This design comes from an exercise in tuning for small area, a short achievable clock period and few clock cycles per item on the open sky130 flow, not from production work. At most, simulation tests tie the RTL to the original design; equivalence was not proved. The RTL of run 1 was laid out without a check of its function.

===== flow/flow/run.sh =====
#!/bin/bash
# Layout: the standard flow (standard synthesis, same constraints), with ORFS's
# repair_timing asked for a larger setup margin so that it also works on paths that
# already meet the 22 ns clock, and plain buffers on the ports.  Each tool's output
# goes to a log file here.
set -euo pipefail
bash standard.sh SETUP_SLACK_MARGIN=16 "BUFFER_PORTS_ARGS=-buffer_cell sky130_fd_sc_hd__buf_2" finish > flow_make.log 2>&1

===== flow/config.mk =====
export PLATFORM = sky130hd
export DESIGN_NAME = lsc_mapper
export DESIGN_NICKNAME = lsc_mapper
export VERILOG_FILES = /design/flow/design.v
export SDC_FILE = /design/flow/constraint.sdc
export NUM_CORES = 4
export LEC_CHECK = 0
export ABC_AREA = 1
export CAP_MARGIN = 20
export CORE_MARGIN = 2
export CORE_UTILIZATION = 55
export CTS_BUF_LIST = sky130_fd_sc_hd__clkbuf_16
export CTS_CLUSTER_DIAMETER = 80
export CTS_CLUSTER_SIZE = 20
export SLEW_MARGIN = 20
export SYNTH_HIERARCHICAL = 1

===== flow/constraint.sdc =====
create_clock -name core_clock -period 22.0 [get_ports {clk}]
set_input_delay 4.4000 -clock core_clock [delete_from_list [all_inputs] [get_ports {clk}]]
set_output_delay 4.4000 -clock core_clock [all_outputs]
set_load 0.01 [all_outputs]

===== flow/standard.sh =====
#!/bin/bash
# synth_recipe.tcl (not shown) runs the flow's synth.tcl, then flattens the netlist and writes it again
# the make line also repeats each setting of config.mk as NAME=value (left out here)
make -C /OpenROAD-flow-scripts/flow DESIGN_CONFIG=/design/flow/config.mk WORK_HOME=/design/flow/orfs CLKGATE_MAP_FILE= SYNTH_SCRIPT=/design/flow/synth_recipe.tcl "${@:-finish}"

===== flow/design.v =====
module lsc_mapper_front (
    input  wire [15:0] val,
    input  wire [1:0]  vm3,      
    input  wire [15:0] rmin,
    input  wire [15:0] rmax,
    input  wire        imm,
    input  wire        trunc,
    output wire [25:0] n,        
    output wire [15:0] dn        
);
    function [51:0] csa;
        input [25:0] a, b, c;
        csa = {((a & b) | (a & c) | (b & c)) << 1, a ^ b ^ c};
    endfunction
    reg  [7:0] m30;
    always @(*) begin
        case ({val[0], vm3})
            3'b000: m30 = 8'd0;   3'b001: m30 = 8'd60;  3'b010: m30 = 8'd120;
            3'b100: m30 = 8'd90;  3'b101: m30 = 8'd150; 3'b110: m30 = 8'd30;
            default: m30 = 8'd0;
        endcase
    end
    wire [25:0] vv = {10'd0, val};
    wire [25:0] rn = {10'd0, ~rmin};
    wire [7:0]  mn = ~(trunc ? m30 : 8'd0);              
    localparam [25:0] K = 26'h34BFFB5;   
    wire [25:0] o1 = vv << 7;
    wire [25:0] o2 = vv << 4;
    wire [25:0] o3 = vv << 2;
    wire [25:0] o4 = imm ? (vv << 5) : (vv << 1);
    wire [25:0] o5 = rn << 7;
    wire [25:0] o6 = rn << 5;
    wire [25:0] o7 = rn << 4;
    wire [25:0] o8 = rn << 2;
    wire [25:0] o9 = {18'd0, mn};
    wire [51:0] a1 = csa(o1, o2, o3);
    wire [51:0] a2 = csa(o4, o5, o6);
    wire [51:0] a3 = csa(o7, o8, K);
    wire [51:0] b1 = csa(a1[25:0], a1[51:26], a2[25:0]);
    wire [51:0] b2 = csa(a2[51:26], a3[25:0], a3[51:26]);
    wire [51:0] c1 = csa(b1[25:0], b1[51:26], b2[25:0]);
    wire [51:0] d1 = csa(c1[25:0], c1[51:26], b2[51:26]);
    wire [51:0] e1 = csa(d1[25:0], d1[51:26], o9);
    assign n  = e1[25:0] + e1[51:26];
    assign dn = ~(rmax - rmin);
endmodule
module lsc_mapper_div3 (
    input  wire [18:0] win,
    input  wire [15:0] dn,
    output wire [2:0]  q,
    output wire [15:0] rem
);
    function [16:0] dstep;       
        input [16:0] top;
        input [15:0] dn;
        reg   [17:0] t;
        begin
            t = {1'b0, top} + {2'b11, dn} + 18'd1;       
            dstep = t[17] ? {1'b0, top[15:0]} : {1'b1, t[15:0]};
        end
    endfunction
    wire [16:0] a = dstep(win[18:2], dn);
    wire [16:0] b = dstep({a[15:0], win[1]}, dn);
    wire [16:0] c = dstep({b[15:0], win[0]}, dn);
    assign q   = {a[16], b[16], c[16]};
    assign rem = c[15:0];
endmodule
module lsc_mapper_lux_hi (
    input  wire [15:0] val,
    output wire [7:0]  q,        
    output wire [1:0]  r,        
    output wire [8:0]  lo9       
);
    wire [18:0] x5 = {3'd0, val} + {1'b0, val, 2'b00};
    wire [9:0]  qq = x5[18:9] / 10'd3;
    wire [9:0]  rr = x5[18:9] % 10'd3;
    assign q   = qq[7:0];
    assign r   = rr[1:0];
    assign lo9 = x5[8:0];
endmodule
module lsc_mapper (
    input  wire        clk,
    input  wire        rst,
    input  wire        in_valid,
    output wire        in_ready,
    input  wire        in_imm,
    input  wire        in_mtrunc,
    input  wire [15:0] in_value,
    input  wire [15:0] in_rmin,
    input  wire [15:0] in_rmax,
    output wire        out_valid,
    input  wire        out_ready,
    output wire [7:0]  out_angle,
    output wire [31:0] out_lux
);
    reg        k_valid;              
    reg        rdy;                  
    wire       adv = ~k_valid;       
    assign in_ready = rdy;
    reg        v0;
    reg        imm0, trunc0;
    reg [15:0] val0, rmin0, rmax0;
    function [1:0] add3;         
        input [1:0] a, b;
        case ({a, b})
            4'b0000: add3 = 2'd0; 4'b0001: add3 = 2'd1; 4'b0010: add3 = 2'd2;
            4'b0100: add3 = 2'd1; 4'b0101: add3 = 2'd2; 4'b0110: add3 = 2'd0;
            4'b1000: add3 = 2'd2; 4'b1001: add3 = 2'd0; 4'b1010: add3 = 2'd1;
            default: add3 = 2'd0;
        endcase
    endfunction
    function [1:0] dig3;         
        input [1:0] d;
        dig3 = {d[1] & ~d[0], d[0] & ~d[1]};
    endfunction
    function [1:0] pair3;        
        input [3:0] x;
        pair3 = add3(dig3(x[1:0]), dig3(x[3:2]));
    endfunction
    wire [1:0] vm3 = add3(add3(pair3(val0[3:0]),  pair3(val0[7:4])),
                          add3(pair3(val0[11:8]), pair3(val0[15:12])));
    wire [25:0] n_s1;
    wire [15:0] d_s1;
    lsc_mapper_front u_front (
        .val(val0), .vm3(vm3), .rmin(rmin0), .rmax(rmax0), .imm(imm0), .trunc(trunc0),
        .n(n_s1), .dn(d_s1)
    );
    reg        v1, neg1;
    reg [23:0] n1;
    reg [15:0] d1, val1;         
    wire [2:0]  q765;
    wire [15:0] rem765;
    lsc_mapper_div3 u_div765 (.win(n1[23:5]), .dn(d1), .q(q765), .rem(rem765));
    wire [16:0] ov_t   = {1'b0, n1[23:8]} + {1'b1, d1} + 17'd1;
    wire        ovf_s2 = ~ov_t[16];                          
    reg        v2, neg2, ovf2;
    reg [20:0] r2;               
    reg [2:0]  q2;
    reg [15:0] d2, val2;
    wire [2:0]  q432;
    wire [15:0] rem432;
    lsc_mapper_div3 u_div432 (.win(r2[20:2]), .dn(d2), .q(q432), .rem(rem432));
    wire [5:0]  qh = {q2, q432};                             
    wire [7:0]  lqh_s3;
    wire [1:0]  lrh_s3;
    wire [8:0]  llo_s3;
    lsc_mapper_lux_hi u_luxh (.val(val2), .q(lqh_s3), .r(lrh_s3), .lo9(llo_s3));
    reg        v3, neg3, ovf3;
    reg [17:0] r3;
    reg [5:0]  q3;
    reg [15:0] d3;
    reg [7:0]  lqh3;             
    reg [10:0] llo3;             
    wire [17:0] t1  = {1'b0, r3[17:1]} + {2'b11, d3} + 18'd1;       
    wire [15:0] rr1 = t1[17] ? r3[16:1] : t1[15:0];
    wire [17:0] t0  = {1'b0, rr1, r3[0]} + {2'b11, d3} + 18'd1;     
    wire [1:0]  q10 = {~t1[17], ~t0[17]};
    wire        sat = ovf3 | (q3 >= 6'd45);                  
    wire [7:0]  ang_s4 = neg3 ? 8'd0 : sat ? 8'd180 : {q3, q10};
    wire [10:0] lqq = llo3 / 11'd3;
    wire [10:0] lrr = llo3 % 11'd3;
    wire [8:0]  lql = lqq[8:0];
    wire [1:0]  lr  = lrr[1:0];
    wire [16:0] lq = {lqh3[7:0], lql};
    reg        o_valid;
    reg [7:0]  o_angle;
    reg [16:0] o_lux;
    reg [1:0]  o_r;
    reg [7:0]  k_angle;
    reg [16:0] k_lux;
    reg [1:0]  k_r;
    wire o_free = ~o_valid | out_ready;
    always @(posedge clk) begin
        if (rst) begin
            v0 <= 1'b0; v1 <= 1'b0; v2 <= 1'b0; v3 <= 1'b0;
            o_valid <= 1'b0;
            k_valid <= 1'b0;
            rdy     <= 1'b1;
        end else begin
            if (adv) begin
                v0 <= in_valid;
                v1 <= v0;
                v2 <= v1;
                v3 <= v2;
            end
            if (k_valid) begin
                if (out_ready) begin
                    o_valid <= 1'b1;
                    k_valid <= 1'b0;
                    rdy     <= 1'b1;
                end
            end else if (o_free) begin
                o_valid <= v3;
            end else if (v3) begin
                k_valid <= 1'b1;
                rdy     <= 1'b0;
            end
        end
        if (adv) begin
            imm0   <= in_imm;
            trunc0 <= ~in_imm & in_mtrunc;
            val0   <= in_value;
            rmin0  <= in_rmin;
            rmax0  <= in_rmax;
            n1   <= n_s1[23:0];
            neg1 <= n_s1[25];
            d1   <= d_s1;
            val1 <= val0;
            r2   <= {rem765, n1[4:0]};
            q2   <= q765;
            neg2 <= neg1;
            ovf2 <= ovf_s2;
            d2   <= d1;
            val2 <= val1;
            r3   <= {rem432, r2[1:0]};
            q3   <= qh;
            neg3 <= neg2;
            ovf3 <= ovf2;
            d3   <= d2;
            lqh3 <= lqh_s3;
            llo3 <= {lrh_s3, llo_s3};
        end
        if (k_valid) begin
            if (out_ready) begin
                o_angle <= k_angle;
                o_lux   <= k_lux;
                o_r     <= k_r;
            end
        end else if (o_free) begin
            o_angle <= ang_s4;
            o_lux   <= lq;
            o_r     <= lr;
        end else begin
            k_angle <= ang_s4;
            k_lux   <= lq;
            k_r     <= lr;
        end
    end
    assign out_valid = o_valid;
    assign out_angle = o_angle;
    assign out_lux = {o_lux,
                      o_r[1], o_r[0], o_r[1], o_r[0], o_r[1], o_r[0], o_r[1], o_r[0],
                      o_r[1], o_r[0], o_r[1], o_r[0], o_r[1], o_r[0], o_r[1]};
endmodule

==> results.toml, run 1 <==
[critical_path]
r2r_start = "d1[15]$_DFFE_PN_"
cpPeakStageDelay_ps = 570
startpoint = "d1[15]$_DFFE_PN_"
slowest_stage = "edfxtp_1"
reg2regPathDepth = 32
required_ps = 22430
r2r-end = "r2[9]$_DFFE_PN_"
r2r_slack_ps = 16280
path_max_fanout = 8
critPathLaunchType = "flop"
crit_arrival_ps = 6150
cp_common_cell = "nand2_1"
crit_type = "reg -> reg"
end_kind = "flop"

[timing]
fin_crit_sh_pct = 26.0
rsz0062_at_grt = "false"
fmax_ghz = 0.175
worst_pin_slew_ps = 1000
setup_tns_ps = 0
slew_headroom_pct = 33.2
hold_viol_final = 0
period_minus_slack_ps = 5720
drv_slew = 0
whs_ps = 413
finalClockSkew_ps = 46.6
setup_viol = 0

[clock_tree]
clk_latency_ps = 600
cts_buffers = 25
cts_buffer_depth = 3
cts_sinks = 287
cts_tree = "yes"
clk_pin_slew_ps = 80
htreeDepth = 1
hold_buffers = 0
clockRootBuffer = "clkbuf_16"

[final_layout]
drive_gt1_share_pct = 12.0
nFillCells = 4053
layout_commonest_cell = "nand2_1"
final_cell_mix = "nand2_1 (885), inv_1 (469), edfxtp_1 (280)"
final_cell_area_um2 = 27800
n_antenna_cell = 0
nets = 3590
area_growth_pct = 10.4

[detailed_routing]
first_pass_iters = 5
final_antenna_net_count = 0
drt_iter0_markers = 1119
wl_per_cell_um = 16.2
drc = 0
viasPerCell = 5.30
vias = 20000
wirelength_mm = 61.0

[worst_hold_path]
hold_start = "q2[0]$_DFFE_PN_"
whs_path_depth = 0
min_path_type = "reg -> reg"
hold_end = "q3[3]$_DFFE_PN_"

[grt]
grt_pass1_wl_mm = 98.5
grt_use_total_pct = 25.9
grt_max_degree = 150
grt_overflow = 0
grt_pass1_vias = 19500
antenna_found_initial = 0

[die]
start_util_pct = 55.7
die_h_um = 218
fp-row-count = 78
core_um2 = 45300
die_w_um = 218
io_pins = 96
die_area_um2 = 47600

[synth]
synth_area_per_cell_um2 = 8.37
synth_cells = 3010
netlist_area_um2 = 25200
synth_warnings = 9
synth_nets = 3443

[job]
maxCapViolCount = 0

[placement]
place_congestion = 0.935
place_area_um2 = 26200
io_buffer_count = 95
dp_hpwl_mm = 48.6

[status]
status = "no timing/DRC/antenna violations"
-- routing by layer --
layer | vias to the layer above | global-route usage [%] | wire length (um)
li1 | 10100 | - | -
met3 | 113 | 2.38 | 2360
met2 | 429 | 46.1 | 30000
met5 | - | 0 | 0
met1 | 9375 | 34.0 | 27000
met4 | 0 | 6.37 | 1660
-- worst max-delay path: cells and delay by family, from the launching register on --
family	cells	cell delay, ps
DFF	1	570
and+or+nand+nor	18	2150
adders and majority gates	3	1050
AOI/OAI and AO/OA	8	1250
buffers and inverters	3	510
-- layout make-up --
| cell class | instances | area (um2) | share of cell area [%] |
|---|---|---|---|
| timing repair buffer | 157 | 948 | 3.41 |
| inverter | 485 | 1840 | 6.62 |
| clock buffer | 25 | 626 | 2.25 |
| sequential | 287 | 8550 | 30.7 |
| clock inverter | 18 | 239 | 0.859 |
| tap | 600 | 751 | 2.70 |
| multi-input combinational | 2201 | 14900 | 53.5 |
-- flip-flops by register name, summed over array words and instances, names as in the netlist, 6 cells and up --
name / flops
k_lux: 17
val2: 16
r3: 18
q3: 6
o_angle: 8
o_lux: 17
val1: 16
n1: 24
lqh3: 8
llo3: 11
d2: 16
rmin0: 16
d1: 16
val0: 16
rmax0: 16
k_angle: 8
r2: 21
d3: 16
-- worst max path at each step --
stage	endpoint	depth (start not counted)	slack (ps)
CTS	r3[8]$_DFFE_PN_	32	16010
global route	r2[12]$_DFFE_PN_	34	15970
finish	r2[9]$_DFFE_PN_	32	16280
detailed placement	r2[12]$_DFFE_PN_	30	15000
global placement	r2[6]$_DFFE_PN_	30	15050
floorplan	o_valid$_SDFFE_PP0P_	4	16050
-- metrics by stage --
| stage | setup WS [ps] | cells | utilization, % |
|---|---|---|---|
| after floorplan | 16050 | 3010 | - |
| after global placement | 15050 | 3667 | 57.9 |
| after detailed placement | 15000 | 3667 | 57.9 |
| after CTS | 16010 | 3717 | 60.0 |
| after global routing | 15970 | 3773 | 61.5 |
| final | 16280 | 3773 | 61.5 |
-- what timing repair did --
action | in CTS | in global routing
pin swaps | 3 | 12
cloned | 1 | 5
buffers inserted | 6 | 50
resized for setup | 16 | 39
setup endpoints to repair | 34 | 34
==> run 2, diff against run 1 <==
--- a/flow/design.v
+++ b/flow/design.v
@@ -44,10 +44,10 @@
     assign n  = e1[25:0] + e1[51:26];
     assign dn = ~(rmax - rmin);
 endmodule
-module lsc_mapper_div3 (
-    input  wire [18:0] win,
+module lsc_mapper_div2 (
+    input  wire [17:0] win,
     input  wire [15:0] dn,
-    output wire [2:0]  q,
+    output wire [1:0]  q,
     output wire [15:0] rem
 );
     function [16:0] dstep;       
@@ -59,11 +59,23 @@
             dstep = t[17] ? {1'b0, top[15:0]} : {1'b1, t[15:0]};
         end
     endfunction
-    wire [16:0] a = dstep(win[18:2], dn);
-    wire [16:0] b = dstep({a[15:0], win[1]}, dn);
-    wire [16:0] c = dstep({b[15:0], win[0]}, dn);
-    assign q   = {a[16], b[16], c[16]};
-    assign rem = c[15:0];
+    wire [16:0] a = dstep(win[17:1], dn);
+    wire [16:0] b = dstep({a[15:0], win[0]}, dn);
+    assign q   = {a[16], b[16]};
+    assign rem = b[15:0];
+endmodule
+module lsc_mapper_div3 (
+    input  wire [18:0] win,
+    input  wire [15:0] dn,
+    output wire [2:0]  q,
+    output wire [15:0] rem
+);
+    wire [1:0]  qa;
+    wire [15:0] ra;
+    lsc_mapper_div2 u2 (.win(win[18:1]), .dn(dn), .q(qa), .rem(ra));
+    wire [17:0] t = {1'b0, ra, win[0]} + {2'b11, dn} + 18'd1;   
+    assign q   = {qa, ~t[17]};
+    assign rem = t[17] ? {ra[14:0], win[0]} : t[15:0];
 endmodule
 module lsc_mapper_lux_hi (
     input  wire [15:0] val,
@@ -169,7 +181,10 @@
     reg [7:0]  k_angle;
     reg [16:0] k_lux;
     reg [1:0]  k_r;
-    wire o_free = ~o_valid | out_ready;
+    wire o_free  = ~o_valid | out_ready;
+    wire o_sel_k = k_valid & out_ready;          
+    wire o_sel_n = ~k_valid & o_free;            
+    wire o_hold  = ~(o_sel_k | o_sel_n);
     always @(posedge clk) begin
         if (rst) begin
             v0 <= 1'b0; v1 <= 1'b0; v2 <= 1'b0; v3 <= 1'b0;
@@ -220,17 +235,10 @@
             lqh3 <= lqh_s3;
             llo3 <= {lrh_s3, llo_s3};
         end
-        if (k_valid) begin
-            if (out_ready) begin
-                o_angle <= k_angle;
-                o_lux   <= k_lux;
-                o_r     <= k_r;
-            end
-        end else if (o_free) begin
-            o_angle <= ang_s4;
-            o_lux   <= lq;
-            o_r     <= lr;
-        end else begin
+        o_angle <= ({8{o_sel_k}}  & k_angle) | ({8{o_sel_n}}  & ang_s4) | ({8{o_hold}}  & o_angle);
+        o_lux   <= ({17{o_sel_k}} & k_lux)   | ({17{o_sel_n}} & lq)     | ({17{o_hold}} & o_lux);
+        o_r     <= ({2{o_sel_k}}  & k_r)     | ({2{o_sel_n}}  & lr)     | ({2{o_hold}}  & o_r);
+        if (~k_valid & ~o_free) begin
             k_angle <= ang_s4;
             k_lux   <= lq;
             k_r     <= lr;
==> run 2 against run 1 <==
  * Via count up 6.5%
  * Critical path depth down 31
  * Area after synthesis up 3.8%
  * Core utilization down 1.4 points
  * Critical path type is now reg -> out
  * Still clean on timing, DRC and antenna
  * Fmax up 1.8%
  * Global-route usage down 0.16 points
==> results.toml, run 2 <==
[final_layout]
nets = 3842
final_cell_mix = "nand2_1 (1020), inv_1 (566), ha_1 (274)"
largest_reg_flops = 24
n_antenna_cell = 0
nFillCells = 4217
area_growth_pct = 7.30
regMostFlops = "n1"
drive_gt1_share_pct = 9.52
final_cells = 4033
top_regs = "n1 (24), r2 (21), r3 (18)"
layout_commonest_cell = "nand2_1"

[detailed_routing]
final_antenna_net_count = 0
drc = 0
drt_iter0_markers = 1193
first_pass_iters = 7
wl_per_cell_um = 15.4
wirelength_mm = 62.0
vias = 21300
viasPerCell = 5.28

[timing]
setup_viol = 0
slew_headroom_pct = 33.3
period_minus_slack_ps = 5620
hold_viol_final = 0
rsz0062_at_grt = "false"
drv_slew = 0
fin_crit_sh_pct = 25.6
setup_ws_ps = 16380
worst_pin_slew_ps = 1000
fmax_ghz = 0.178
setup_tns_ps = 0
finalClockSkew_ps = 31.9

[synth]
synth_nets = 3754
netlist_area_um2 = 26200
synth_cells = 3321
synth_warnings = 9
synth_area_per_cell_um2 = 7.88

[clock_tree]
clk_pin_slew_ps = 80
hold_buffers = 0
cts_sinks = 287
cts_buffer_depth = 3
htreeDepth = 1
clk_latency_ps = 570
cts_buffers = 23
cts_tree = "yes"
clockRootBuffer = "clkbuf_16"

[critical_path]
crit_arrival_ps = 1220
cp_cell_sequence = "buf_2"
path_delay_family = "flip-flops"
critPathLaunchType = "flop"
end_kind = "primary output"
path_max_fanout = 9
crit_type = "reg -> out"
slowest_stage = "dfxtp_1"
crit_buf_inv = 1
required_ps = 17600
cpPeakStageDelay_ps = 480

[die]
die_h_um = 222
core_um2 = 46800
start_util_pct = 56.0
fp-row-count = 79
die_w_um = 222
io_pins = 96
die_area_um2 = 49300

[grt]
grt_pass1_vias = 21200
grt_max_degree = 98
grt_use_total_pct = 25.7
grt_pass1_wl_mm = 104
grt_overflow = 0
antenna_found_initial = 1

[worst_hold_path]
min_path_type = "reg -> reg"

[status]
status = "no timing/DRC/antenna violations"

[placement]
dp_hpwl_mm = 50.4
placedCellCount = 3975
place_congestion = 0.952
io_buffer_count = 95
dpl_worst_slack_ps = 15920

[job]
maxCapViolCount = 0
## run 2: cell count changes in the layout (fill, tap and decap cells not counted), sizes merged, moves of 27 or more
cell | previous run | this run
nand2 | 940 | 1079
inv | 495 | 594
nand3 | 173 | 222
nand4 | 29 | 72
buf | 157 | 115
o21ai | 113 | 81
nor2 | 176 | 205
dfxtp | 7 | 34
edfxtp | 280 | 253
## run 2: metrics by stage
stage               hold slack (ps)  cell area [um2]  utilization, %
floorplan                       400            26200               -
CTS                             412            27900            59.6
global placement                401            27100            58.0
detailed placement              405            27100            58.0
finish                          411            28100            60.0
global route                    410            28100            60.0
## run 2: cell type report
class                   count  area [um2]  share of cell area (%)
multi-input cells        2399       15400                    54.8
flip-flops and latches    287        8280                    29.5
inverters                 583        2200                    7.83
well taps                 607         759                    2.71
repair buffers            115         671                    2.39
clock buffers              24         601                    2.14
clock inverters            18         174                   0.619
## run 2: timing repair
| action | 4_1_cts | 5_1_grt |
|---|---|---|
| pin swaps | 1 | 4 |
| endpoints found under the setup margin | 16 | 34 |
| gates resized for setup | 0 | 7 |
| gates cloned | 0 | 1 |
| buffers inserted | 2 | 12 |
## run 2: per-layer routing
metal  vias to the layer above  GRT usage (%)  routed length (um)  share of wire [%]
li1                      10900              -                   -                  -
met1                      9873           34.8               28900                 47
met2                       447           44.2               29100                 47
met3                       107           2.39                2310                3.7
met4                         2           7.15                1720                2.8
met5                         -              0                  13              0.021
## run 2: final timing paths
check,from,slack (ps),to,cells past startpoint
setup / recovery,o_r[1]$_DFF_P_,16380,out_lux[14],1
hold / removal,val1[9]$_DFFE_PN_,410,val2[9]$_DFFE_PN_,0
setup reg to reg,d1[13]$_DFFE_PN_,16380,r2[5]$_DFFE_PN_,27
hold reg to reg,val1[9]$_DFFE_PN_,410,val2[9]$_DFFE_PN_,0
Testbench counts of run 2, summed over its fixed seeds: cycles 2,088, items 2,048.
==> run 3, diff against run 2 <==
==> flow/flow/run.sh (replaced) <==
#!/bin/bash
# Layout: the standard flow (standard synthesis, same constraints), with ORFS's
# repair_timing asked for a larger setup margin so that it also works on paths that
# already meet the 22 ns clock, and plain buffers on the ports.  Each tool's output
# goes to a log file here.
set -euo pipefail
bash standard.sh SETUP_SLACK_MARGIN=16.3 "BUFFER_PORTS_ARGS=-buffer_cell sky130_fd_sc_hd__buf_2" finish > flow_make.log 2>&1
==> run 3 against run 2 <==
  * Sequential cell count unchanged
  * Worst setup slack got worse by 0.50 ps
  * Clock-buffer cell count unchanged
  * Critical path depth unchanged
  * Register-to-register slack improved by 230 ps
  * Critical path type unchanged
  * Highest routed layer unchanged
==> results.toml, run 3 <==
[status]
status = "no timing/DRC/antenna violations"

[critical_path]
cpPeakStageDelay_ps = 480
end_kind = "primary output"
critPathLaunchType = "flop"
required_ps = 17600
path_max_fanout = 9
path_delay_family = "flip-flops"
crit_type = "reg -> out"
cp_cell_sequence = "buf_2"
slowest_stage = "dfxtp_1"
crit_arrival_ps = 1220
crit_buf_inv = 1

[die]
die_area_um2 = 49300
die_h_um = 222
die_w_um = 222
start_util_pct = 56.0
io_pins = 96
core_um2 = 46800
fp-row-count = 79

[timing]
slew_headroom_pct = 38.5
fmax_ghz = 0.178
fin_crit_sh_pct = 25.6
hold_viol_final = 0
worst_pin_slew_ps = 920
setup_viol = 0
finalClockSkew_ps = 32.6
setup_tns_ps = 0
period_minus_slack_ps = 5620
whs_ps = 412
drv_slew = 0
rsz0062_at_grt = "false"

[clock_tree]
htreeDepth = 1
cts_tree = "yes"
cts_buffer_depth = 3
clockRootBuffer = "clkbuf_16"
clk_pin_slew_ps = 80
cts_sinks = 287
clk_latency_ps = 570
cts_buffers = 23
hold_buffers = 0

[synth]
synth_area_per_cell_um2 = 7.88
netlist_area_um2 = 26200
synth_cells = 3321
synth_warnings = 9
synth_nets = 3754

[placement]
place_congestion = 0.952
place_area_um2 = 27100
io_buffer_count = 95
dp_hpwl_mm = 50.4

[final_layout]
n_antenna_cell = 0
final_cell_mix = "nand2_1 (1019), inv_1 (566), ha_1 (267)"
final_cell_area_um2 = 28500
regMostFlops = "n1"
drive_gt1_share_pct = 11.2
area_growth_pct = 9.11
nets = 3894
top_regs = "n1 (24), r2 (21), r3 (18)"
layout_commonest_cell = "nand2_1"
largest_reg_flops = 24

[grt]
grt_pass1_vias = 21300
antenna_found_initial = 1
grt_use_total_pct = 25.8
grt_pass1_wl_mm = 104
grt_overflow = 0
grt_max_degree = 98

[detailed_routing]
drt_iter0_markers = 1112
first_pass_iters = 9
viasPerCell = 5.26
drc = 0
wirelength_mm = 62.8
vias = 21500
final_antenna_net_count = 0
wl_per_cell_um = 15.4

[worst_hold_path]
min_path_type = "reg -> reg"

[job]
maxCapViolCount = 0
## run 3: cell count changes in the layout (fill, tap and decap cells not counted), moves of 3 or more
cell	delta
buf_4	+51
ha_4	+4
ha_2	+3
ha_1	-7
## run 3: final cells by class
class | instances | area, um2
Fill cell | 4181 | 18200
Multi-Input combinational cell | 2400 | 15500
Sequential cell | 287 | 8280
Inverter | 583 | 2200
Timing Repair Buffer | 166 | 1050
Tap cell | 607 | 759
Clock buffer | 24 | 601
Clock inverter | 18 | 174
## run 3: stage by stage
step	worst slack (ps)	cells	utilization [%]
6_report	16380	4085	61.1
5_1_grt	16290	4085	61.1
4_1_cts	16310	4023	59.7
3_5_place_dp	15920	3975	58.0
3_3_place_gp	16060	3975	58.0
2_1_floorplan	16350	3321	-
## run 3: what timing repair did
action                                  in CTS  in global routing
setup buffers                                6                 59
endpoints found under the setup margin      34                 44
resized for setup                            4                 17
pin swaps                                    4                  6
cloned                                       0                  2
## run 3: final timing paths
kind,startpoint,endpoint,slack (ps),cells past startpoint
hold reg to reg,val1[9]$_DFFE_PN_,val2[9]$_DFFE_PN_,410,0
setup / recovery,o_r[1]$_DFF_P_,out_lux[14],16380,1
hold / removal,val1[9]$_DFFE_PN_,val2[9]$_DFFE_PN_,410,0
setup reg to reg,d2[11]$_DFFE_PN_,r3[13]$_DFFE_PN_,16610,32
## run 3: metal layers
metal | GRT usage (%) | wire, um | vias to the layer above | part of all wire [%]
met5 | 0 | 13 | - | 0.021
met4 | 7.48 | 1770 | 2 | 2.8
met3 | 2.40 | 2310 | 111 | 3.7
met2 | 44.2 | 29700 | 448 | 47
met1 | 34.8 | 29100 | 9980 | 46
li1 | - | - | 11000 | -
==> run 4, diff against run 3 <==
==> flow/flow/run.sh (replaced) <==
#!/bin/bash
# Layout: the standard flow (standard synthesis, same constraints), with ORFS's
# repair_timing asked for a larger setup margin so that it also works on paths that
# already meet the 22 ns clock, and plain buffers on the ports.  Each tool's output
# goes to a log file here.
set -euo pipefail
bash standard.sh SETUP_SLACK_MARGIN=16.5 "BUFFER_PORTS_ARGS=-buffer_cell sky130_fd_sc_hd__buf_2" finish > flow_make.log 2>&1
==> run 4 against run 3 <==
  * Highest routed layer is now met4
  * Synthesized cell count is the same
  * Worst setup slack gained 120 ps
  * Global-route usage shrank 0.17 points
  * Via count grew 1.1%
  * Sequential cell count is the same
  * Die area is the same
  * Clock skew shrank 6.0 ps
==> results.toml, run 4 <==
[status]
status = "no timing/DRC/antenna violations"

[final_layout]
layout_commonest_cell = "nand2_1"
n_antenna_cell = 0
regMostFlops = "n1"
top_regs = "n1 (24), r2 (21), r3 (18)"
largest_reg_flops = 24
nets = 3918
area_growth_pct = 10.9
drive_gt1_share_pct = 12.8
final_cell_mix = "nand2_1 (1019), inv_1 (562), ha_1 (255)"
final_cell_area_um2 = 29000

[critical_path]
critPathLaunchType = "flop"
r2r-end = "r2[13]$_DFFE_PN_"
required_ps = 17600
crit_buf_inv = 1
r2r_start = "d1[4]$_DFFE_PN_"
cp_cell_sequence = "buf_2"
crit_type = "reg -> out"
end_kind = "primary output"
path_max_fanout = 8
r2r_slack_ps = 16800
crit_arrival_ps = 1110
cpPeakStageDelay_ps = 390
slowest_stage = "dfxtp_4"
reg2regPathDepth = 33
path_delay_family = "flip-flops"

[clock_tree]
cts_sinks = 287
clk_latency_ps = 580
cts_tree = "yes"
cts_buffers = 24
htreeDepth = 1
clockRootBuffer = "clkbuf_16"
clk_pin_slew_ps = 80
cts_buffer_depth = 3
hold_buffers = 0

[timing]
rsz0062_at_grt = "true"
setup_viol = 0
slew_headroom_pct = 38.1
fin_crit_sh_pct = 25.0
period_minus_slack_ps = 5510
hold_viol_final = 0
drv_slew = 0
finalClockSkew_ps = 26.6
setup_tns_ps = 0
fmax_ghz = 0.182
worst_pin_slew_ps = 926

[worst_hold_path]
hold_end = "r2[3]$_DFFE_PN_"
min_path_type = "reg -> reg"
hold_start = "n1[3]$_DFFE_PN_"
whs_path_depth = 0

[synth]
synth_area_per_cell_um2 = 7.88
synth_cells = 3321
synth_warnings = 9
synth_nets = 3754
netlist_area_um2 = 26200

[grt]
antenna_found_initial = 0
grt_use_total_pct = 25.6
grt_pass1_wl_mm = 104
grt_overflow = 0
grt_max_degree = 111
grt_pass1_vias = 21100

[die]
io_pins = 96
die_w_um = 222
start_util_pct = 56.0
die_h_um = 222
fp-row-count = 79
core_um2 = 46800
die_area_um2 = 49300

[detailed_routing]
wirelength_mm = 63.9
viasPerCell = 5.29
wl_per_cell_um = 15.6
drc = 0
vias = 21700
final_antenna_net_count = 0
first_pass_iters = 5
drt_iter0_markers = 1363

[job]
maxCapViolCount = 0

[placement]
io_buffer_count = 95
place_area_um2 = 27100
dp_hpwl_mm = 50.4
place_congestion = 0.954
[run 4: worst register-to-register path: cells and delay by family, from the launching register on]
kind | cells | cell delay (ps)
DFF | 1 | 450
adders and majority gates | 3 | 1100
and+or+nand+nor | 23 | 2510
AOI/OAI and AO/OA | 1 | 190
buffers and inverters | 6 | 710
[run 4: worst max-delay path by stage]
stage / from / end / slack [ps] / depth (start not counted)
floorplan: k_valid$_SDFF_PP0_ / d1[0]$_DFFE_PN_ / 16490 / 2
finish: o_r[0]$_DFF_P_ / out_lux[11] / 16490 / 1
global placement: out_ready / o_angle[1]$_DFF_P_ / 16050 / 7
CTS: o_r[1]$_DFF_P_ / out_lux[2] / 16460 / 1
detailed placement: out_ready / o_angle[1]$_DFF_P_ / 15970 / 7
global route: d2[14]$_DFFE_PN_ / r3[13]$_DFFE_PN_ / 16450 / 30
[run 4: cell type report]
class	count	area (um2)
clock buffers	25	626
clock inverters	18	200
fillers	4152	17700
inverters	583	2200
multi-input cells	2403	15700
flip-flops and latches	287	8300
well taps	607	759
repair buffers	186	1220
[run 4: timing repair]
item	CTS	global route
buffers inserted	19	68
cloned	0	5
resized for setup	17	53
endpoints found under the setup margin	59	66
pin swaps	4	8
[run 4: through the flow]
step                utilization (%)  hold WS [ps]  worst slack (ps)  std cells
finish                         62.1           402             16490       4109
global route                   62.1           400             16450       4109
CTS                            60.2           403             16460       4036
detailed placement             57.9           405             15970       3974
global placement               57.9           401             16050       3974
floorplan                         -           400             16490       3321
[run 4: metal layers]
metal | GRT usage, % | vias up | wire length (um)
met4 | 7.15 | 0 | 1840
li1 | - | 11000 | -
met1 | 34.7 | 10100 | 29300
met2 | 44.0 | 534 | 30000
met3 | 2.27 | 121 | 2740
met5 | 0 | - | 0
==> run 5, diff against run 4 <==
--- a/flow/design.v
+++ b/flow/design.v
@@ -178,6 +178,7 @@
     reg [7:0]  o_angle;
     reg [16:0] o_lux;
     reg [1:0]  o_r;
+    reg [1:0]  o_rb;             
     reg [7:0]  k_angle;
     reg [16:0] k_lux;
     reg [1:0]  k_r;
@@ -238,6 +239,7 @@
         o_angle <= ({8{o_sel_k}}  & k_angle) | ({8{o_sel_n}}  & ang_s4) | ({8{o_hold}}  & o_angle);
         o_lux   <= ({17{o_sel_k}} & k_lux)   | ({17{o_sel_n}} & lq)     | ({17{o_hold}} & o_lux);
         o_r     <= ({2{o_sel_k}}  & k_r)     | ({2{o_sel_n}}  & lr)     | ({2{o_hold}}  & o_r);
+        o_rb    <= ({2{o_sel_k}}  & k_r)     | ({2{o_sel_n}}  & lr)     | ({2{o_hold}}  & o_rb);
         if (~k_valid & ~o_free) begin
             k_angle <= ang_s4;
             k_lux   <= lq;
@@ -247,6 +249,6 @@
     assign out_valid = o_valid;
     assign out_angle = o_angle;
     assign out_lux = {o_lux,
-                      o_r[1], o_r[0], o_r[1], o_r[0], o_r[1], o_r[0], o_r[1], o_r[0],
+                      o_rb[1], o_rb[0], o_rb[1], o_rb[0], o_rb[1], o_rb[0], o_rb[1], o_rb[0],
                       o_r[1], o_r[0], o_r[1], o_r[0], o_r[1], o_r[0], o_r[1]};
 endmodule
--- a/flow/config.mk
+++ b/flow/config.mk
@@ -10,7 +10,7 @@
 export CORE_MARGIN = 2
 export CORE_UTILIZATION = 55
 export CTS_BUF_LIST = sky130_fd_sc_hd__clkbuf_16
-export CTS_CLUSTER_DIAMETER = 80
-export CTS_CLUSTER_SIZE = 20
+export CTS_CLUSTER_DIAMETER = 120
+export CTS_CLUSTER_SIZE = 30
 export SLEW_MARGIN = 20
 export SYNTH_HIERARCHICAL = 1
==> run 5 against run 4 <==
  * Still clean
  * Clock skew up 4.4 ps
  * Global-route usage up 0.39 points
  * Core utilization is 1.4 points lower
  * Worst setup slack gained 54 ps
  * Final cell count down 0.17%
  * Via count down 0.11%
  * Largest cell class unchanged
==> results.toml, run 5 <==
[grt]
antenna_found_initial = 1
grt_pass1_wl_mm = 105
grtUsageMet2_pct = 45.9
met1_usage_pct = 34.2
grt_overflow = 0
busiest_layer = "met2"
grt_max_degree = 152
grt_use_total_pct = 26.0
grtUsageMet3_pct = 2.64
grt_pass1_vias = 21300

[worst_hold_path]
hold_start = "val1[1]$_DFFE_PN_"
min_path_type = "reg -> reg"
whs_path_depth = 0
hold_end = "val2[1]$_DFFE_PN_"

[clock_tree]
cts_buffers = 15
htreeDepth = 1
clockRootBuffer = "clkbuf_16"
hold_buffers = 0
cts_tree = "yes"
clk_pin_slew_ps = 110
cts_buffer_depth = 3
cts_sinks = 289
clk_latency_ps = 540

[synth]
synth_nets = 3757
synth_cells = 3324
netlist_area_um2 = 26300
synth_area_per_cell_um2 = 7.91
synth_warnings = 9

[placement]
placedCellCount = 3987
io_buffer_count = 95
dp_hpwl_mm = 51.2
place_congestion = 0.948

[critical_path]
cp_cell_sequence = "buf_2"
crit_buf_inv = 1
crit_arrival_ps = 1050
cpPeakStageDelay_ps = 380
r2r_start = "d2[11]$_DFFE_PN_"
crit_type = "reg -> out"
slowest_stage = "dfxtp_1"
reg2regPathDepth = 29
path_delay_family = "flip-flops"
r2r-end = "r3[6]$_DFFE_PN_"
end_kind = "primary output"
critPathLaunchType = "flop"
path_max_fanout = 2
required_ps = 17600
critical_path_depth = 1
r2r_slack_ps = 16740

[detailed_routing]
wl_per_cell_um = 15.7
first_pass_iters = 6
drt_iter0_markers = 1294
vias = 21700
final_antenna_net_count = 0
viasPerCell = 5.30
drc = 0
wirelength_mm = 64.5

[final_layout]
area_growth_pct = 9.55
largest_reg_flops = 24
regMostFlops = "n1"
nFillCells = 4273
regArea_um2 = 8320
nets = 3910
final_cells = 4102
multi_input_area_um2 = 15900
top_regs = "n1 (24), r2 (21), r3 (18)"
layout_commonest_cell = "nand2_1"
drive_gt1_share_pct = 12.3
final_cell_mix = "nand2_1 (1026), inv_1 (561), ha_1 (253), edfxtp_1 (253), nand3_1 (203)"

[timing]
fin_crit_sh_pct = 24.8
setup_tns_ps = 0
hold_viol_final = 0
fmax_ghz = 0.183
period_minus_slack_ps = 5450
worst_pin_slew_ps = 1070
rsz0062_at_grt = "true"
drv_slew = 0
setup_viol = 0
slew_headroom_pct = 28.7
finalClockSkew_ps = 31.0

[die]
start_util_pct = 55.4
die_area_um2 = 49600
io_pins = 96
core_um2 = 47400
die_h_um = 223
fp-row-count = 80
die_w_um = 223

[job]
maxCapViolCount = 0

[status]
status = "no timing/DRC/antenna violations"
## run 5: timing repair
item                       CTS  global route
pin swaps                    5            10
resized for setup            6            49
setup endpoints to repair   45            45
cloned                       0             6
buffers inserted            23            59
## run 5: how the worst max path moves through the flow
stage,startpoint,endpoint,slack (ps)
after CTS,o_lux[7]$_DFF_P_,out_lux[22],16500
after floorplan,k_valid$_SDFF_PP0_,d1[0]$_DFFE_PN_,16490
after global routing,n1[21]$_DFFE_PN_,r2[5]$_DFFE_PN_,16430
final,o_angle[7]$_DFF_P_,out_angle[7],16550
after detailed placement,d2[11]$_DFFE_PN_,r3[11]$_DFFE_PN_,15970
after global placement,d2[11]$_DFFE_PN_,r3[13]$_DFFE_PN_,15990
## run 5: final cells by class
cell class	count	area share, %
multi-input combinational	2414	55.1
sequential	289	28.9
inverter	577	7.55
timing repair buffer	180	3.98
tap	615	2.67
clock buffer	16	1.39
clock inverter	9	0.343
antenna	2	0.0174
## run 5: layer usage
layer	vias up	share of wire, %
met2	492	48
met3	115	4.2
met1	10100	45
li1	11000	-
met4	0	2.7
met5	-	0
## run 5: metrics by stage
step	hold slack, ps	setup WS, ps	area, um2	utilization, %
4_1_cts	425	16500	27900	58.9
5_1_grt	434	16430	28800	60.7
2_1_floorplan	400	16490	26300	-
3_5_place_dp	405	15970	27200	57.4
3_3_place_gp	401	15990	27200	57.4
6_report	425	16550	28800	60.7
Testbench counts of run 5, summed over its fixed seeds: cycles 2,088, items 2,048.
==> run 6, diff against run 5 <==
--- a/flow/config.mk
+++ b/flow/config.mk
@@ -10,7 +10,7 @@
 export CORE_MARGIN = 2
 export CORE_UTILIZATION = 55
 export CTS_BUF_LIST = sky130_fd_sc_hd__clkbuf_16
-export CTS_CLUSTER_DIAMETER = 120
-export CTS_CLUSTER_SIZE = 30
+export CTS_CLUSTER_DIAMETER = 60
+export CTS_CLUSTER_SIZE = 24
 export SLEW_MARGIN = 20
 export SYNTH_HIERARCHICAL = 1
==> run 6 against run 5 <==
  * Hold slack got worse by 15 ps
  * Final cell count grew 0.95%
  * Critical endpoint is now out_lux[14]
  * Largest cell class unchanged
  * Sequential cell count unchanged
  * Global-route usage rose by 0.30 points
  * Critical path type unchanged
  * Non-clock buffer count up 11
  * Via count grew 0.84%
  * Core utilization increased by 1.9 points
  * Wire length up 1.1%
  * Sequential share of layout area is 0.75 points lower
==> results.toml, run 6 <==
[detailed_routing]
first_pass_iters = 5
drt_iter0_markers = 1325
drc = 0
vias = 21900
wl_per_cell_um = 15.7
wirelength_mm = 65.2
final_antenna_net_count = 0
viasPerCell = 5.29

[timing]
setup_tns_ps = 0
setup_ws_ps = 16480
fmax_ghz = 0.181
drv_slew = 0
worst_pin_slew_ps = 1070
rsz0062_at_grt = "true"
period_minus_slack_ps = 5520
slew_headroom_pct = 28.4
fin_crit_sh_pct = 25.1
setup_viol = 0
finalClockSkew_ps = 30.8
hold_viol_final = 0
whs_ps = 410

[clock_tree]
cts_buffer_depth = 3
cts_buffers = 29
cts_tree = "yes"
clockRootBuffer = "clkbuf_16"
cts_sinks = 289
hold_buffers = 0
htreeDepth = 1
clk_pin_slew_ps = 90
clk_latency_ps = 610

[die]
core_um2 = 47400
die_w_um = 223
io_pins = 96
fp-row-count = 80
die_area_um2 = 49600
start_util_pct = 55.4
die_h_um = 223

[critical_path]
startpoint = "o_rb[1]$_DFF_P_"
r2r-end = "r3[5]$_DFFE_PN_"
critical_path_depth = 1
path_max_fanout = 5
crit_path_end = "out_lux[14]"
crit_arrival_ps = 1120
crit_buf_inv = 1
slowest_stage = "dfxtp_4"
critPathLaunchType = "flop"
required_ps = 17600
r2r_start = "d2[11]$_DFFE_PN_"
path_delay_family = "flip-flops"
crit_type = "reg -> out"
cpPeakStageDelay_ps = 390
reg2regPathDepth = 29
cp_cell_sequence = "buf_6"
end_kind = "primary output"
r2r_slack_ps = 16770

[grt]
grt_overflow = 0
antenna_found_initial = 1
grt_use_total_pct = 26.3
grt_pass1_wl_mm = 107
grt_pass1_vias = 21600
grt_max_degree = 152

[final_layout]
regMostFlops = "n1"
multi_input_area_um2 = 15800
layout_commonest_cell = "nand2_1"
regArea_um2 = 8370
drive_gt1_share_pct = 14.0
top_regs = "n1 (24), r2 (21), r3 (18)"
final_cell_area_um2 = 29700
nets = 3934
largest_reg_flops = 24
final_cells = 4141
nFillCells = 4176
area_growth_pct = 13.0
final_cell_mix = "nand2_1 (1026), inv_1 (558), ha_1 (256)"

[placement]
placedCellCount = 3987
dp_hpwl_mm = 51.2
place_congestion = 0.948
dpl_worst_slack_ps = 15970
io_buffer_count = 95
place_area_um2 = 27200

[synth]
synth_area_per_cell_um2 = 7.91
synth_nets = 3757
synth_warnings = 9
netlist_area_um2 = 26300
synth_cells = 3324

[worst_hold_path]
min_path_type = "reg -> reg"

[status]
status = "no timing/DRC/antenna violations"

[job]
maxCapViolCount = 0
[run 6: final cells by class]
class                      instances  share of cell area (%)
antenna                            2                  0.0168
multi-input combinational       2413                    53.3
clock inverter                    25                    1.20
inverter                         577                    7.32
sequential                       289                    28.2
timing repair buffer             191                    4.98
tap                              615                    2.59
clock buffer                      29                    2.44
[run 6: how the worst min path moves through the flow]
stage	cells after the start	start	to	slack, ps
4_1_cts	0	n1[4]$_DFFE_PN_	r2[4]$_DFFE_PN_	390
6_report	0	n1[4]$_DFFE_PN_	r2[4]$_DFFE_PN_	410
2_1_floorplan	0	neg1$_DFFE_PN_	neg2$_DFFE_PN_	400
3_3_place_gp	0	val1[10]$_DFFE_PN_	val2[10]$_DFFE_PN_	400
3_5_place_dp	0	val1[15]$_DFFE_PN_	val2[15]$_DFFE_PN_	400
5_1_grt	0	n1[4]$_DFFE_PN_	r2[4]$_DFFE_PN_	400
[run 6: metal layers]
layer	vias to the layer above	GRT usage, %	wire [um]
li1	11100	-	-
met1	10200	34.3	29300
met2	498	46.4	31800
met3	102	2.66	2590
met4	0	7.56	1610
met5	-	0	0
[run 6: stage by stage]
step / util (%)
after floorplan: -
after global placement: 57.4
after detailed placement: 57.4
after CTS: 60.7
after global routing: 62.6
final: 62.6
[run 6: repair_timing]
action / 4_1_cts / 5_1_grt
gates cloned: 0 / 5
pin swaps: 5 / 10
resized for setup: 74 / 50
setup buffers: 25 / 68
endpoints found under the hold margin: 0 / 0
setup endpoints to repair: 78 / 72
==> run 7, diff against run 6 <==
--- a/flow/config.mk
+++ b/flow/config.mk
@@ -10,7 +10,7 @@
 export CORE_MARGIN = 2
 export CORE_UTILIZATION = 55
 export CTS_BUF_LIST = sky130_fd_sc_hd__clkbuf_16
-export CTS_CLUSTER_DIAMETER = 60
-export CTS_CLUSTER_SIZE = 24
+export CTS_CLUSTER_DIAMETER = 80
+export CTS_CLUSTER_SIZE = 20
 export SLEW_MARGIN = 20
 export SYNTH_HIERARCHICAL = 1
==> run 7 against run 6 <==
  * Worst setup slack better by 75 ps
  * First-iteration DRC count decreased by 0.38%
  * Synthesized cell count is the same
  * Global-route usage is 0.29 points lower
  * Wire length down 1.3%
  * Final area is 2.8% lower
  * Non-clock buffer count fell by 18
  * Clock-buffer cell count down 8
  * Area after synthesis is the same
  * Critical endpoint is now out_angle[7]
  * Largest cell class unchanged
  * Highest routed layer unchanged
==> results.toml, run 7 <==
[status]
status = "no timing/DRC/antenna violations"

[clock_tree]
cts_buffer_depth = 3
cts_buffers = 21
htreeDepth = 1
clk_pin_slew_ps = 80
cts_sinks = 289
clockRootBuffer = "clkbuf_16"
cts_tree = "yes"
hold_buffers = 0
clk_latency_ps = 560

[final_layout]
postLayoutCoreUtil_pct = 60.9
final_cell_mix = "nand2_1 (1025), inv_1 (564), ha_1 (254)"
largest_reg_flops = 24
nets = 3909
top_regs = "n1 (24), r2 (21), r3 (18)"
area_growth_pct = 9.86
nFillCells = 4260
regMostFlops = "n1"
drive_gt1_share_pct = 12.3
layout_commonest_cell = "nand2_1"

[critical_path]
required_ps = 17600
reg2regPathDepth = 23
crit_arrival_ps = 1040
crit_buf_inv = 1
cp_cell_sequence = "buf_2"
r2r-end = "n1[19]$_DFFE_PN_"
critPathLaunchType = "flop"
slowest_stage = "dfxtp_1"
r2r_start = "imm0$_DFFE_PN_"
r2r_slack_ps = 16780
path_delay_family = "flip-flops"
cpPeakStageDelay_ps = 370
crit_type = "reg -> out"
end_kind = "primary output"
path_max_fanout = 2

[timing]
fin_crit_sh_pct = 24.7
finalClockSkew_ps = 37.7
fmax_ghz = 0.184
slew_headroom_pct = 28.1
setup_tns_ps = 0
hold_viol_final = 0
period_minus_slack_ps = 5440
worst_pin_slew_ps = 1080
whs_ps = 413
setup_viol = 0
rsz0062_at_grt = "true"
drv_slew = 0

[grt]
antenna_found_initial = 1
busiest_layer = "met2"
grt_pass1_vias = 21400
grt_pass1_wl_mm = 105
grtUsageMet3_pct = 2.78
grt_overflow = 0
grt_max_degree = 152
grt_use_total_pct = 26.0
grtUsageMet2_pct = 45.6
met1_usage_pct = 34.1

[worst_hold_path]
whs_path_depth = 0
min_path_type = "reg -> reg"
hold_end = "val2[9]$_DFFE_PN_"
hold_start = "val1[9]$_DFFE_PN_"

[synth]
synth_area_per_cell_um2 = 7.91
synth_cells = 3324
synth_nets = 3757
netlist_area_um2 = 26300
synth_warnings = 9

[detailed_routing]
wirelength_mm = 64.4
drc = 0
vias = 21800
drt_iter0_markers = 1320
wl_per_cell_um = 15.7
first_pass_iters = 6
viasPerCell = 5.30
final_antenna_net_count = 0

[die]
die_area_um2 = 49600
die_w_um = 223
start_util_pct = 55.4
io_pins = 96
core_um2 = 47400
die_h_um = 223
fp-row-count = 80

[job]
maxCapViolCount = 0

[placement]
dp_hpwl_mm = 51.2
io_buffer_count = 95
place_congestion = 0.948
run 7: worst max-delay path by stage:
stage                       start          endpoint  slack, ps  depth (start not counted)
5_1_grt          n1[19]$_DFFE_PN_   r2[5]$_DFFE_PN_      16430                         31
6_report       o_angle[7]$_DFF_P_      out_angle[7]      16560                          1
3_5_place_dp     d2[11]$_DFFE_PN_  r3[11]$_DFFE_PN_      15970                         26
3_3_place_gp     d2[11]$_DFFE_PN_  r3[13]$_DFFE_PN_      15990                         26
2_1_floorplan  k_valid$_SDFF_PP0_   d1[0]$_DFFE_PN_      16490                          2
4_1_cts          d2[10]$_DFFE_PN_  r3[11]$_DFFE_PN_      16500                         30
run 7: cell type report:
cell class | count | area, um2 | share of cell area [%]
repair buffers | 173 | 1080 | 3.75
multi-input cells | 2414 | 15900 | 55.0
well taps | 615 | 769 | 2.66
inverters | 577 | 2170 | 7.53
clock buffers | 21 | 526 | 1.82
flip-flops and latches | 289 | 8320 | 28.8
clock inverters | 16 | 111 | 0.386
diodes | 2 | 5.00 | 0.0173
run 7: worst register-to-register path, cell delays in order, from the launching register on:
cell and delay (ps):
edfxtp_1 700, buf_8 300, nand2_1 70, o21ai_0 80, ha_1 310, inv_1 40
fa_1 480, inv_1 60, fa_1 540, inv_1 60, fa_1 530, inv_1 60
fa_1 480, ha_1 360, nand2_1 170, inv_1 60, nand2_1 80, nand2_1 50
nand2_1 50, nand3_1 120, nand2_1 140, nand2_1 60, nand2_1 50, nand2_1 110
run 7: what timing repair did:
item | 4_1_cts | 5_1_grt
pin swaps | 6 | 11
gates cloned | 0 | 6
gates resized for setup | 4 | 54
buffers inserted | 21 | 54
endpoints found under the setup margin | 37 | 49
run 7: per-stage QoR:
step | instance area, um2 | setup WS [ps] | instances
floorplan | 26300 | 16490 | 3324
global placement | 27200 | 15990 | 3986
detailed placement | 27200 | 15970 | 3987
CTS | 28100 | 16500 | 4045
global route | 28900 | 16430 | 4105
finish | 28900 | 16560 | 4107
run 7: layer usage:
| metal | up-vias | part of all wire [%] |
|---|---|---|
| met5 | - | 0 |
| met4 | 0 | 2.8 |
| met2 | 514 | 48 |
| met3 | 109 | 4.3 |
| li1 | 11000 | - |
| met1 | 10100 | 45 |
==> run 8, diff against run 7 <==
==> flow/flow/run.sh (replaced) <==
#!/bin/bash
# Layout: the standard flow (standard synthesis, same constraints), with ORFS's
# repair_timing asked for a larger setup margin so that it also works on paths that
# already meet the 22 ns clock, and plain buffers on the ports.  Each tool's output
# goes to a log file here.
set -euo pipefail
bash standard.sh SETUP_SLACK_MARGIN=16.3 "BUFFER_PORTS_ARGS=-buffer_cell sky130_fd_sc_hd__buf_2" finish > flow_make.log 2>&1
==> run 8 against run 7 <==
  * Via count down 1.5%
  * Still clean
  * Largest cell class unchanged
  * Core utilization is 0.64 points lower
  * Wire length down 1.8%
  * Critical path type unchanged
==> results.toml, run 8 <==
[status]
status = "no timing/DRC/antenna violations"

[final_layout]
final_cell_mix = "nand2_1 (1027), inv_1 (563), ha_1 (271)"
top_regs = "n1 (24), r2 (21), r3 (18)"
final_cells = 4100
layout_commonest_cell = "nand2_1"
regMostFlops = "n1"
nFillCells = 4300
nets = 3902
area_growth_pct = 8.71
drive_gt1_share_pct = 11.3
largest_reg_flops = 24

[synth]
netlist_area_um2 = 26300
synth_cells = 3324
synth_warnings = 9
synth_area_per_cell_um2 = 7.91
synth_nets = 3757

[clock_tree]
clockRootBuffer = "clkbuf_16"
cts_sinks = 289
cts_buffers = 21
cts_buffer_depth = 3
clk_latency_ps = 560
htreeDepth = 1
hold_buffers = 0
clk_pin_slew_ps = 90
cts_tree = "yes"

[timing]
slew_headroom_pct = 33.7
drv_slew = 0
rsz0062_at_grt = "true"
whs_ps = 413
worst_pin_slew_ps = 994
setup_tns_ps = 0
hold_viol_final = 0
period_minus_slack_ps = 5480
fin_crit_sh_pct = 24.9
finalClockSkew_ps = 25.1
setup_viol = 0
fmax_ghz = 0.183

[job]
maxCapViolCount = 0

[grt]
grt_pass1_vias = 21300
antenna_found_initial = 3
grt_pass1_wl_mm = 105
grt_use_total_pct = 25.7
grt_max_degree = 91
grt_overflow = 0

[critical_path]
path_delay_family = "flip-flops"
r2r_slack_ps = 16620
crit_buf_inv = 1
reg2regPathDepth = 31
crit_type = "reg -> out"
crit_arrival_ps = 1080
critPathLaunchType = "flop"
cpPeakStageDelay_ps = 380
critical_path_depth = 1
r2r_start = "d2[12]$_DFFE_PN_"
path_max_fanout = 5
r2r-end = "r3[3]$_DFFE_PN_"
required_ps = 17600
slowest_stage = "dfxtp_1"
end_kind = "primary output"
cp_cell_sequence = "buf_2"

[die]
die_w_um = 223
die_area_um2 = 49600
io_pins = 96
start_util_pct = 55.4
fp-row-count = 80
die_h_um = 223
core_um2 = 47400

[placement]
dp_hpwl_mm = 50.7
io_buffer_count = 95
placedCellCount = 3988
place_congestion = 0.939

[detailed_routing]
viasPerCell = 5.23
drt_iter0_markers = 1146
vias = 21400
first_pass_iters = 7
final_antenna_net_count = 0
wl_per_cell_um = 15.4
drc = 0
wirelength_mm = 63.2

[worst_hold_path]
min_path_type = "reg -> reg"
hold_end = "val2[0]$_DFFE_PN_"
whs_path_depth = 0
hold_start = "val1[0]$_DFFE_PN_"
run 8: changes by cell type in the layout (fill, tap and decap cells not counted), moves of 3 or more:
cell / previous run / this run
ha_1: 254 / 271
ha_4: 18 / 2
dfxtp_1: 32 / 36
dfxtp_2: 4 / 0
buf_4: 74 / 71
nand2_2: 56 / 53
nand3_1: 202 / 205
nand3_2: 28 / 25
run 8: area by class of cell:
cell class | count | area, um2 | share of cell area, %
Multi-Input combinational cell | 2410 | 15600 | 54.6
Clock inverter | 17 | 124 | 0.434
Inverter | 577 | 2170 | 7.61
Timing Repair Buffer | 170 | 1070 | 3.75
Tap cell | 615 | 769 | 2.69
Clock buffer | 21 | 526 | 1.84
Sequential cell | 289 | 8320 | 29.1
Antenna cell | 1 | 2.50 | 0.00876
run 8: per-stage QoR:
stage / setup slack [ps] / utilization [%] / area (um2)
detailed placement: 15940 / 57.4 / 27200
floorplan: 16350 / - / 26300
global route: 16260 / 60.2 / 28600
CTS: 16300 / 58.9 / 28000
global placement: 16030 / 57.4 / 27200
finish: 16520 / 60.2 / 28600
run 8: how the worst max path moves through the flow:
stage,from,to,slack [ps]
final,o_rb[0]$_DFF_P_,out_lux[11],16520
after global routing,d1[8]$_DFFE_PN_,r2[5]$_DFFE_PN_,16260
after floorplan,out_ready,k_angle[0]$_DFFE_PP_,16350
after global placement,out_ready,o_rb[0]$_DFF_P_,16030
after detailed placement,d2[12]$_DFFE_PN_,r3[11]$_DFFE_PN_,15940
after CTS,d1[8]$_DFFE_PN_,r2[6]$_DFFE_PN_,16300
run 8: per-layer routing:
metal | global-route usage (%) | vias to the layer above | wire [um]
met3 | 2.46 | 104 | 2430
met2 | 45.2 | 437 | 30400
met5 | 0 | - | 18
met4 | 6.43 | 2 | 1590
li1 | - | 11000 | -
met1 | 34.2 | 9915 | 28800
run 8: worst register-to-register path: cells and delay by family, from the launching register on:
kind | cells | cell delay, ps
AO/OA/AOI/OAI | 3 | 450
adder cells (fa/ha/maj) | 3 | 1040
buffers and inverters | 1 | 200
AND/OR/NAND/NOR | 24 | 2940
flip-flops | 1 | 470
run 8: timing repair:
| action | 4_1_cts | 5_1_grt |
|---|---|---|
| cloned | 0 | 2 |
| hold endpoints to repair | 0 | 0 |
| buffers inserted | 7 | 64 |
| setup endpoints to repair | 33 | 39 |
| pin swaps | 2 | 10 |
| resized for setup | 3 | 17 |
==> run 9, diff against run 8 <==
==> flow/flow/run.sh (replaced) <==
#!/bin/bash
# Layout: the standard flow (standard synthesis, same constraints), with ORFS's
# repair_timing asked for a larger setup margin so that it also works on paths that
# already meet the 22 ns clock, and plain buffers on the ports.  Each tool's output
# goes to a log file here.
set -euo pipefail
bash standard.sh SETUP_SLACK_MARGIN=16.7 "BUFFER_PORTS_ARGS=-buffer_cell sky130_fd_sc_hd__buf_2" finish > flow_make.log 2>&1
==> run 9 against run 8 <==
  * Hold slack improved by 7.7 ps
  * Clock-buffer cell count rose by 1
  * Sequential share of layout area fell by 1.1 points
  * Critical path type unchanged
  * Still clean on timing, DRC and antenna
  * Core utilization rose by 2.7 points
  * Fmax rose by 0.20%
==> results.toml, run 9 <==
[detailed_routing]
viasPerCell = 5.32
wirelength_mm = 67.0
drc = 0
final_antenna_net_count = 0
vias = 22100
first_pass_iters = 5
wl_per_cell_um = 16.2
drt_iter0_markers = 1323

[final_layout]
top_regs = "n1 (24), r2 (21), r3 (18)"
largest_reg_flops = 24
layout_commonest_cell = "nand2_1"
final_cell_mix = "nand2_1 (1021), inv_1 (562), edfxtp_1 (253)"
regMostFlops = "n1"
drive_gt1_share_pct = 15.1
postLayoutCoreUtil_pct = 63.0
n_antenna_cell = 0
area_growth_pct = 13.6
nets = 3950

[critical_path]
crit_type = "reg -> out"
crit_arrival_ps = 1070
r2r_start = "n1[15]$_DFFE_PN_"
reg2regPathDepth = 32
path_max_fanout = 5
crit_buf_inv = 1
r2r_slack_ps = 16910
critical_path_depth = 1
required_ps = 17600
end_kind = "primary output"
cpPeakStageDelay_ps = 390
r2r-end = "r2[18]$_DFFE_PN_"
slowest_stage = "dfxtp_4"
critPathLaunchType = "flop"
cp_cell_sequence = "buf_6"
path_delay_family = "flip-flops"

[die]
fp-row-count = 80
core_um2 = 47400
die_w_um = 223
io_pins = 96
start_util_pct = 55.4
die_h_um = 223
die_area_um2 = 49600

[timing]
rsz0062_at_grt = "true"
hold_viol_final = 0
slew_headroom_pct = 27.1
fin_crit_sh_pct = 24.9
period_minus_slack_ps = 5470
setup_tns_ps = 0
setup_ws_ps = 16530
worst_pin_slew_ps = 1090
finalClockSkew_ps = 21.1
fmax_ghz = 0.183
drv_slew = 0
setup_viol = 0

[clock_tree]
hold_buffers = 0
clk_latency_ps = 560
cts_buffers = 22
clockRootBuffer = "clkbuf_16"
clk_pin_slew_ps = 90
cts_sinks = 289
htreeDepth = 1
cts_buffer_depth = 3
cts_tree = "yes"

[worst_hold_path]
whs_path_depth = 0
hold_start = "val1[2]$_DFFE_PN_"
hold_end = "val2[2]$_DFFE_PN_"
min_path_type = "reg -> reg"

[placement]
place_congestion = 0.947
dpl_worst_slack_ps = 15870
dp_hpwl_mm = 51.4
io_buffer_count = 95

[synth]
synth_nets = 3757
synth_area_per_cell_um2 = 7.91
synth_warnings = 9
synth_cells = 3324
netlist_area_um2 = 26300

[grt]
grt_pass1_wl_mm = 107
grt_overflow = 0
grt_pass1_vias = 21700
antenna_found_initial = 0
grt_use_total_pct = 26.5
grt_max_degree = 194

[job]
maxCapViolCount = 0

[status]
status = "no timing/DRC/antenna violations"
## run 9: what timing repair did
action / CTS / global route
setup endpoints to repair: 92 / 85
setup buffers: 47 / 65
cloned: 2 / 8
gates resized for setup: 70 / 104
pin swaps: 9 / 20
endpoints found under the hold margin: 0 / 0
## run 9: worst max path at each step
stage	from	end	slack, ps
floorplan	out_ready	k_angle[0]$_DFFE_PP_	16690
global placement	out_ready	o_rb[0]$_DFF_P_	16000
detailed placement	d2[12]$_DFFE_PN_	r3[13]$_DFFE_PN_	15870
CTS	o_rb[0]$_DFF_P_	out_lux[7]	16490
global route	o_r[1]$_DFF_P_	out_lux[4]	16490
finish	o_r[1]$_DFF_P_	out_lux[4]	16530
## run 9: final cells by class
type | count | area (um2)
clock inverters | 18 | 153
inverters | 577 | 2180
fillers | 4156 | 17600
clock buffers | 22 | 551
repair buffers | 210 | 1660
well taps | 615 | 769
flip-flops and latches | 289 | 8370
multi-input cells | 2417 | 16200
## run 9: per-layer routing
metal / share of wire (%) / track usage (%) / up-vias
met2: 49 / 47.1 / 538
met1: 44 / 34.4 / 10300
li1: - / - / 11100
met5: 0 / 0 / -
met4: 2.7 / 7.34 / 0
met3: 4.3 / 2.61 / 114
## run 9: through the flow
step | instances | area [um2] | hold slack [ps]
floorplan | 3324 | 26300 | 400
global placement | 3986 | 27200 | 400
detailed placement | 3986 | 27200 | 405
CTS | 4075 | 28600 | 422
global route | 4148 | 29900 | 427
finish | 4148 | 29900 | 421

## separate check: timing with driven ports
No port has a modelled driver above. Below, the same layouts with a new extraction and two added sets of constraints.
Step 1 sets driving cells, clkbuf_16 on the clock port and buf_2 on the other inputs (assumed; they add their load-dependent delay and slew).
Step 2 also shifts input and output timing later by t, the mid clock arrival at the registers, as if the neighbouring blocks saw the same clock.
Slacks: no drivers / after step 1 / after step 2; pairs: no drivers / after step 1.
run | t (ns) | setup slack, ns | clock arrival spread, ns | slew at the worst register clock pin (ns)
run 1 | 0.636 | 16.277 / 16.277 / 16.059 | 0.048 / 0.048 | 0.08 / 0.08
run 2 | 0.615 | 16.378 / 16.314 / 16.186 | 0.035 / 0.034 | 0.08 / 0.08
run 3 | 0.615 | 16.377 / 16.314 / 16.194 | 0.035 / 0.035 | 0.08 / 0.08
run 4 | 0.623 | 16.494 / 16.434 / 16.174 | 0.031 / 0.031 | 0.09 / 0.09
run 5 | 0.583 | 16.548 / 16.488 / 16.244 | 0.033 / 0.033 | 0.11 / 0.11
run 6 | 0.659 | 16.484 / 16.424 / 16.231 | 0.033 / 0.032 | 0.09 / 0.09
run 7 | 0.601 | 16.559 / 16.499 / 16.213 | 0.041 / 0.041 | 0.09 / 0.09
run 8 | 0.605 | 16.521 / 16.463 / 16.212 | 0.027 / 0.027 | 0.09 / 0.09
run 9 | 0.609 | 16.532 / 16.475 / 16.298 | 0.028 / 0.029 | 0.09 / 0.09
After both steps setup and hold are still met in every run listed. For run 7, which loses most, drivers alone change the setup slack by -0.060 ns; drivers and shift together by -0.346 ns.
